This design comes from an exercise in tuning for small area, a short achievable clock period and few clock cycles on the open sky130 flow, not from production work.
Only simulation tests tie the RTL to the original design; equivalence was not proved.
Power is estimated from default activity; no workload was simulated.

Setup of v35:
Design boo_encoder, start of the top module:
module boo_encoder (
  input  wire       clk,
  input  wire       rst,         
  input  wire       in_valid,
  output wire       in_ready,
  input  wire [7:0] in_data,
  input  wire       in_eof,
  input  wire       in_err,
  output wire       out_valid,
  input  wire       out_ready,
  output wire [7:0] out_data,
  input  wire       out_err,
  output wire [2:0] seq,
  output wire [1:0] err
);
  localparam [2:0] PH_HDR  = 3'b000,    
                   PH_HLF  = 3'b001,    
                   PH_DAT  = 3'b010,    
                   PH_TRL  = 3'b011,    
                   PH_DONE = 3'b110,
                   PH_ABR  = 3'b100,    
                   PH_ABW  = 3'b101;    
  localparam [7:0] CH_CR = 8'h0D, CH_LF = 8'h0A;
  reg  [2:0] ph;
  reg        p_lf, p_c3, p_z;   
  reg        ov;
  reg  [7:0] od;
  reg        g1, g2;            
  reg  [6:0] acc;               
  reg        n0, n1, n78;       
  reg  [5:0] col;               
  reg        w4, w2;            
  reg  [1:0] fill;              
  reg        hd_v, hd_e, hd_z;
  reg  [7:0] hd_b;
  reg        ir_v, ir_e, ir_z;
  reg  [7:0] ir_b;
  assign out_valid = ov;
  assign out_data  = od;
  assign seq = {ph[2] & ~ph[1], ph[2] & ph[1], ph[1]};
  assign err = {ph[2] & ~ph[1] & ph[0], ph[2] & ~ph[1] & ~ph[0]};
  assign in_ready = ~ir_v;
  wire slot     = ~ov | out_ready;
  wire out_fire = ov & out_ready;
  wire in_fire  = in_valid & in_ready;
  wire rd_fail  = in_fire & in_err;
  wire wr_fail  = out_fire & out_err;
  wire       src_v = hd_v;
  wire [7:0] sb    = hd_b;
  wire       kE    = hd_e;
  wire       kZ    = hd_z;                       
  wire       kN    = ~kE & ~kZ;
  wire hdr = (ph == PH_HDR);
  wire g0  = ~g1 & ~g2;
  reg  pnd;                                      
  wire nb  = ~n0 & ~n1;                          
  wire f0  = (fill == 2'd0);
  wire b0  = ~hdr & g0;
  wire sil = kZ & b0 & (p_c3 | n0 | (nb & ~n78));
  wire s_lit  = ~hdr & ~g0;                                 
  wire s_run  = kZ & b0 & n1 & ~w2;                         
  ...
For scale: about 370 cells after synthesis, ~30 I/O pins, roughly 0.0035 mm^2 of cells after synthesis.
clock: 5.0 ns
lec_check: 0
cap_margin: 20
core_margin: 2
core_utilization: 40
setup_slack_margin: 3.0
slew_margin: 20
standard.sh (not shown) runs the stock make flow with config.mk's settings and CLKGATE_MAP_FILE= SYNTH_SCRIPT=/design/flow/synth_recipe.tcl, a recipe that flattens the netlist after the stock synthesis.
==> flow/flow/run.sh <==
#!/bin/bash
# The standard layout, with plain buffers (not delay cells) on the ports.
set -euo pipefail
bash standard.sh 'BUFFER_PORTS_ARGS=-buffer_cell sky130_fd_sc_hd__buf_2' finish > standard_flow.log 2>&1
v35: full flow OK, the timing, DRC and antenna checks passed
Testbench counts of v35, summed over its fixed seeds: cycles 37,727.
The inputs of v54 differ from those of v35 as listed below.
Settings: changing CORE_UTILIZATION from 40 to 70; changing SETUP_SLACK_MARGIN from 3.0 to 2.8.
Notes after the runs:
v54 finished end to end and its layout was clean on timing, DRC and antenna. v35 | status: complete | timing, DRC, antenna: pass. For v54, the end point of the critical path was hd_b[6], unlike v35, where it was err[1]. Looking at layout clock buffer count, v54 sits 1 lower than v35 does. Compared with v35, v54 has less setup slack. Area occupied by multi-input gates, v54 vs v35: down by a little under 10%.
For v48, these inputs were changed with respect to v54:
Settings: swapping 70 for 60 in CORE_UTILIZATION.
==> flow/flow/run.sh <==
#!/bin/bash
# The standard layout, with plain buffers (not delay cells) on the ports and
# a clock tree of larger sink clusters without dummy balancing loads.
set -euo pipefail
bash standard.sh 'BUFFER_PORTS_ARGS=-buffer_cell sky130_fd_sc_hd__buf_2' \
  'CTS_ARGS=-sink_clustering_enable -repair_clock_nets -dont_use_dummy_load -sink_clustering_size 30 -sink_clustering_max_diameter 200' \
  finish > standard_flow.log 2>&1
Results
- Relative to v54, final area has gone down in v48.
- Relative to v54, the number of nets in the final layout of v48 is lower by 1.8%.
- A slowest cell on the critical path of sky130_fd_sc_hd__a22oi_1 is what v54 shows, while sky130_fd_sc_hd__dfxtp_4 belongs to v48.
- Setup slack in v48 is larger than in v54.
- Total power of the final layout came out lower on v48 than on v54.
- Portion of total power attributed to combinational logic: v54 and v48 compared, lower one is v54
- Against v54, v48 comes in 11 points higher on share of power burned in registers.
- Looking at maximum frequency across v54 and v48, the one that comes out higher is v48.
Edits applied to the flow inputs when going from v48 to v7:
==> flow/flow/run.sh <==
#!/bin/bash
# The standard layout, with plain buffers (not delay cells) on the ports, a
# clock tree without dummy balancing loads, and non-critical gates sized
# back down after timing repair.
set -euo pipefail
bash standard.sh 'BUFFER_PORTS_ARGS=-buffer_cell sky130_fd_sc_hd__buf_2' \
  'CTS_ARGS=-sink_clustering_enable -repair_clock_nets -dont_use_dummy_load' \
  'RECOVER_POWER=100' \
  finish > standard_flow.log 2>&1
Results
- In summary, v7 completed successfully, with a layout that passed the timing, DRC and antenna checks.
- On count of final max-slew check failures, v7 tracks v48 almost exactly.
- Comparing v7 and v48, the lower wire length reported by the detailed router was measured on v48.
- Sort v7 and v48 by via count desc -> top: v7
- Area added between synthesis and finish for v7: 4.0 points down relative to v48
- Taking v48 as the reference, in v7 clock share of power went up, pre-CTS worst setup slack did not really move, internal power went down, relative slew slack went down, number of fill cells went up.
- Compared v48 against v7; clock network area share within noise.
- Between v7 and v48, the difference in clock skew is negligible.
The inputs of v17 differ from those of v7 as listed below.
Settings: PLACE_DENSITY: unset -> 0.8.
==> flow/flow/run.sh <==
#!/bin/bash
# The standard layout, with plain buffers (not delay cells) on the ports and
# a clock tree of larger sink clusters without dummy balancing loads.
set -euo pipefail
bash standard.sh 'BUFFER_PORTS_ARGS=-buffer_cell sky130_fd_sc_hd__buf_2' \
  'CTS_ARGS=-sink_clustering_enable -repair_clock_nets -dont_use_dummy_load -sink_clustering_size 30 -sink_clustering_max_diameter 200' \
  finish > standard_flow.log 2>&1
--- outcome ---
Relative to v7, share of post-route cells with drive strength above 1 increased by 9.3 points in v17. Between v17 and v7, number of stages on the worst setup path is higher for v7, v17 comes in under that. Compared with v7, in v17 leakage power now sits higher, final worst slack now sits higher. Total setup buffers inserted after CTS: v17 > v7. Taking v7 as the reference, in v17 total wirelength of the detailed-routed design higher; met3 usage in global routing higher.
For v20, these inputs were changed with respect to v17:
Settings: clearing PLACE_DENSITY, which used to be 0.8; swapping 60 for 65 in CORE_UTILIZATION.
### Flow results
Routability-driven placement congestion ratio: v20 > v17
On v20: layout overhead on the synthesized area is 2.3 points lower than what v17 gave.
The lower worst setup slack after layout came out of v17.
The final layouts of v20 and v17 pass the timing, DRC and antenna checks.
Cmp v20 vs v17: final net count lower in v20
Relative to v17, power has decreased by 0.012 mW in v20.
out_ready as the launching instance or port of the critical path was reported by v20, and ph[1] by v17.
In the reports for v20 and v17, the larger die height belongs to v17.
Higher reported clock group power goes to v17 over v20.
v20 vs v17: wire length of the first global-routing pass down by a few percent
The final cell count without fillers reported for v20 is smaller than that of v17 by 1.7%.

port drivers added, routing unchanged:
Ports are ideal in the flow. The routed layouts listed here were re-timed in OpenROAD. Step 1 assumes that a clkbuf_16 drives the clock port and a buf_2 every other input. Step 2 times the ports against the registers' clock, not the clock port: input delays grow and output delays shrink by t, the midpoint of the rising clock arrivals with the driver on. a / b / c = ideal / step 1 / step 2; a / b = the first two.
run	t, ns	slack for setup (ns)	hold slack, ns	latest minus earliest clock arrival (ns)	slew at the worst register clock pin (ns)
v35	0.370	2.791 / 2.764 / 2.580	0.469 / 0.469 / 0.469	0.011 / 0.012	0.08 / 0.08
v54	0.379	2.743 / 2.732 / 2.361	0.481 / 0.481 / 0.481	0.012 / 0.012	0.08 / 0.08
v48	0.360	2.829 / 2.801 / 2.532	0.470 / 0.470 / 0.470	0.023 / 0.024	0.07 / 0.07
v7	0.362	1.909 / 1.917 / 1.555	0.470 / 0.470 / 0.470	0.022 / 0.023	0.07 / 0.07
v17	0.371	2.791 / 2.763 / 2.517	0.466 / 0.466 / 0.466	0.017 / 0.017	0.07 / 0.07
v20	0.359	2.830 / 2.802 / 2.482	0.466 / 0.466 / 0.466	0.024 / 0.024	0.07 / 0.07
After both steps setup and hold are still met in every run listed. For v54, which loses most, drivers alone change the setup slack by -0.011 ns; drivers and shift together by -0.382 ns.
